From an optimization exercise on the open Yosys and OpenROAD flow, aimed at small area, a short achievable clock period and few clock cycles; shortcuts taken in it are not production practice.
In this exercise RTL edits were held to simulation tests only and were not proved equivalent to the original.

==> juniper: inputs <==
Design bh83_b83codec, start of the top module:
module bh83_b83codec (
    input  wire        clk,
    input  wire        rst_n,       
    input  wire        start,
    input  wire        op,          
    input  wire [3:0]  len,         
    input  wire [63:0] value,       
    input  wire [79:0] chars_in,    
    output wire        ready,
    output reg         done,
    output reg  [3:0]  err_code,    
    output wire [15:0] err_info,
    output wire [63:0] res,         
    output wire [79:0] chars_out    
);
    localparam [3:0] E_OK       = 4'd0;
    localparam [3:0] E_INV_LEN  = 4'd2;
    localparam [3:0] E_INV_CHAR = 4'd3;
    localparam [3:0] E_ILLEGAL  = 4'd6;
    function [7:0] alpha;
        input [6:0] d;
        reg [7:0] k;
        reg [7:0] sp;
        reg [4:0] si;
        begin
            k  = (d < 7'd10) ? 8'd48 : (d < 7'd36) ? 8'd55 : 8'd61;
            si = d - 7'd62;
            case (si)
                5'd0: sp = 8'h23;   
                5'd1: sp = 8'h24;   
                5'd2: sp = 8'h25;   
                5'd3: sp = 8'h2a;   
                5'd4: sp = 8'h2b;   
                5'd5: sp = 8'h2c;   
                5'd6: sp = 8'h2d;   
                5'd7: sp = 8'h2e;   
                5'd8: sp = 8'h3a;   
                5'd9: sp = 8'h3b;   
                5'd10: sp = 8'h3d;   
                5'd11: sp = 8'h3f;   
                5'd12: sp = 8'h40;   
                5'd13: sp = 8'h5b;   
                5'd14: sp = 8'h5d;   
                5'd15: sp = 8'h5e;   
                5'd16: sp = 8'h5f;   
                5'd17: sp = 8'h7b;   
                5'd18: sp = 8'h7c;   
                5'd19: sp = 8'h7d;   
                5'd20: sp = 8'h7e;   
                default: sp = 8'h7E;
            endcase
            alpha = (d >= 7'd62) ? sp : ({1'b0, d} + k);
        end
    endfunction
    function [7:0] digit_of_r;
        input [7:0] b;
        reg [7:0] k;
        reg       inr;
        begin
            if (b >= 8'h30 && b <= 8'h39)      begin k = 8'd48; inr = 1'b1; end
  ...
export LEC_CHECK = 0
export ABC_AREA = 1
export CAP_MARGIN = 20
export CORE_MARGIN = 2
export CORE_UTILIZATION = 65
export SLEW_MARGIN = 20
create_clock -name core_clock -period 80.0 [get_ports {clk}]
standard.sh (not shown) runs the stock make flow with config.mk's settings and CLKGATE_MAP_FILE= SYNTH_SCRIPT=/design/flow/synth_recipe.tcl, a recipe that flattens the netlist after the stock synthesis.
==> flow/flow/run.sh <==
#!/bin/bash
set -euo pipefail
export BUFFER_PORTS_ARGS="-buffer_cell sky130_fd_sc_hd__buf_1"
export SETUP_SLACK_MARGIN=62
bash standard.sh > standard_flow.log 2>&1
==> inputs of cedar, as changes to juniper <==
--- a/flow/design.v
+++ b/flow/design.v
@@ -50,43 +50,44 @@
                 default: sp = 8'h7E;
             endcase
             alpha = (d >= 7'd62) ? sp : ({1'b0, d} + k);
         end
     endfunction
     function [7:0] digit_of_r;
         input [7:0] b;
-        reg [7:0] k;
-        reg       inr;
         begin
-            if (b >= 8'h30 && b <= 8'h39)      begin k = 8'd48; inr = 1'b1; end
-            else if (b >= 8'h41 && b <= 8'h5A) begin k = 8'd55; inr = 1'b1; end
-            else if (b >= 8'h61 && b <= 8'h7A) begin k = 8'd61; inr = 1'b1; end
-            else                               begin k = 8'd0;  inr = 1'b0; end
-            digit_of_r = inr ? (b - k) :
-                (b == 8'h23) ? 8'd62 :
-                (b == 8'h24) ? 8'd63 :
-                (b == 8'h25) ? 8'd64 :
-                (b == 8'h2a) ? 8'd65 :
-                (b == 8'h2b) ? 8'd66 :
-                (b == 8'h2c) ? 8'd67 :
-                (b == 8'h2d) ? 8'd68 :
-                (b == 8'h2e) ? 8'd69 :
-                (b == 8'h3a) ? 8'd70 :
-                (b == 8'h3b) ? 8'd71 :
-                (b == 8'h3d) ? 8'd72 :
-                (b == 8'h3f) ? 8'd73 :
-                (b == 8'h40) ? 8'd74 :
-                (b == 8'h5b) ? 8'd75 :
-                (b == 8'h5d) ? 8'd76 :
-                (b == 8'h5e) ? 8'd77 :
-                (b == 8'h5f) ? 8'd78 :
-                (b == 8'h7b) ? 8'd79 :
-                (b == 8'h7c) ? 8'd80 :
-                (b == 8'h7d) ? 8'd81 :
-                (b == 8'h7e) ? 8'd82 : 8'h80;
+            if (b >= 8'h30 && b <= 8'h39)      digit_of_r = b - 8'h30;
+            else if (b >= 8'h41 && b <= 8'h5A) digit_of_r = b - 8'h41 + 8'd10;
+            else if (b >= 8'h61 && b <= 8'h7A) digit_of_r = b - 8'h61 + 8'd36;
+            else begin
+                case (b)
+                    8'h23: digit_of_r = 8'd62;
+                    8'h24: digit_of_r = 8'd63;
+                    8'h25: digit_of_r = 8'd64;
+                    8'h2A: digit_of_r = 8'd65;
+                    8'h2B: digit_of_r = 8'd66;
+                    8'h2C: digit_of_r = 8'd67;
+                    8'h2D: digit_of_r = 8'd68;
+                    8'h2E: digit_of_r = 8'd69;
+                    8'h3A: digit_of_r = 8'd70;
+                    8'h3B: digit_of_r = 8'd71;
+                    8'h3D: digit_of_r = 8'd72;
+                    8'h3F: digit_of_r = 8'd73;
+                    8'h40: digit_of_r = 8'd74;
+                    8'h5B: digit_of_r = 8'd75;
+                    8'h5D: digit_of_r = 8'd76;
+                    8'h5E: digit_of_r = 8'd77;
+                    8'h5F: digit_of_r = 8'd78;
+                    8'h7B: digit_of_r = 8'd79;
+                    8'h7C: digit_of_r = 8'd80;
+                    8'h7D: digit_of_r = 8'd81;
+                    8'h7E: digit_of_r = 8'd82;
+                    default: digit_of_r = 8'h80;
+                endcase
+            end
         end
     endfunction
     function [7:0] digit_of;
         input [7:0] b;
         begin
             case (b)
                 8'h23: digit_of = 8'd62;
Settings changed: CORE_UTILIZATION 65 to 55.
==> comparison table <==
| item | juniper | cedar |
|---|---|---|
| Met2 Usage GRT | 69.0% | 59.1% |
| Outcome | timing/DRC/antenna clean | timing/DRC/antenna clean |
| Multi-In Gates | 2039 | 2080 |
| Final core utilization | 71.3% | 60.5% |
| Final Non-Filler Cells | 3349 | 3473 |
| Met3 track demand over resource | 8.97% | 6.86% |
| Syn avg cell area | 7.40 um^2 | 7.28 um^2 |
| Overall die height | 181 um | 197 um |
| Final cycle utilization of the critical path | 22.0% | 21.6% |
| Seq/total area | 25.5% | 25.2% |
| Required time reported for the critical path endpoint | 80170 ps | 80250 ps |
| Count of nets after finishing | 3303 | 3357 |
| Post-Synth XOR/XNOR Area | 2.48% | 2.63% |
Testbench counts of juniper, summed over its fixed seeds: cycles 8,677.
Testbench counts of cedar, summed over its fixed seeds: cycles 8,677.

## re-timing with driven ports
No port has a modelled driver above. Below, the same layouts with a new extraction and two added sets of constraints.
Step 1, drivers: a clkbuf_16 drives clk and a buf_2 each remaining input, both assumed.
Step 2 moves the port delays by t, midway between the first and last clock arrival at a register: inputs arrive t later, outputs are due t later. That takes back most of the time a late clock gives input paths.
a / b / c = no drivers / after step 1 / after step 2; a / b = the first two.
run	shift t [ns]	setup WS [ns]	worst register clock-pin slew, ns	worst slew at a driven data input, ns	cell pins on the clock port's net
juniper	0.501	62.360 / 62.388 / 61.887	0.10 / 0.10	0.05	1
cedar	0.503	62.700 / 62.730 / 62.227	0.09 / 0.09	0.05	1
After both steps setup and hold are still met in every run listed.
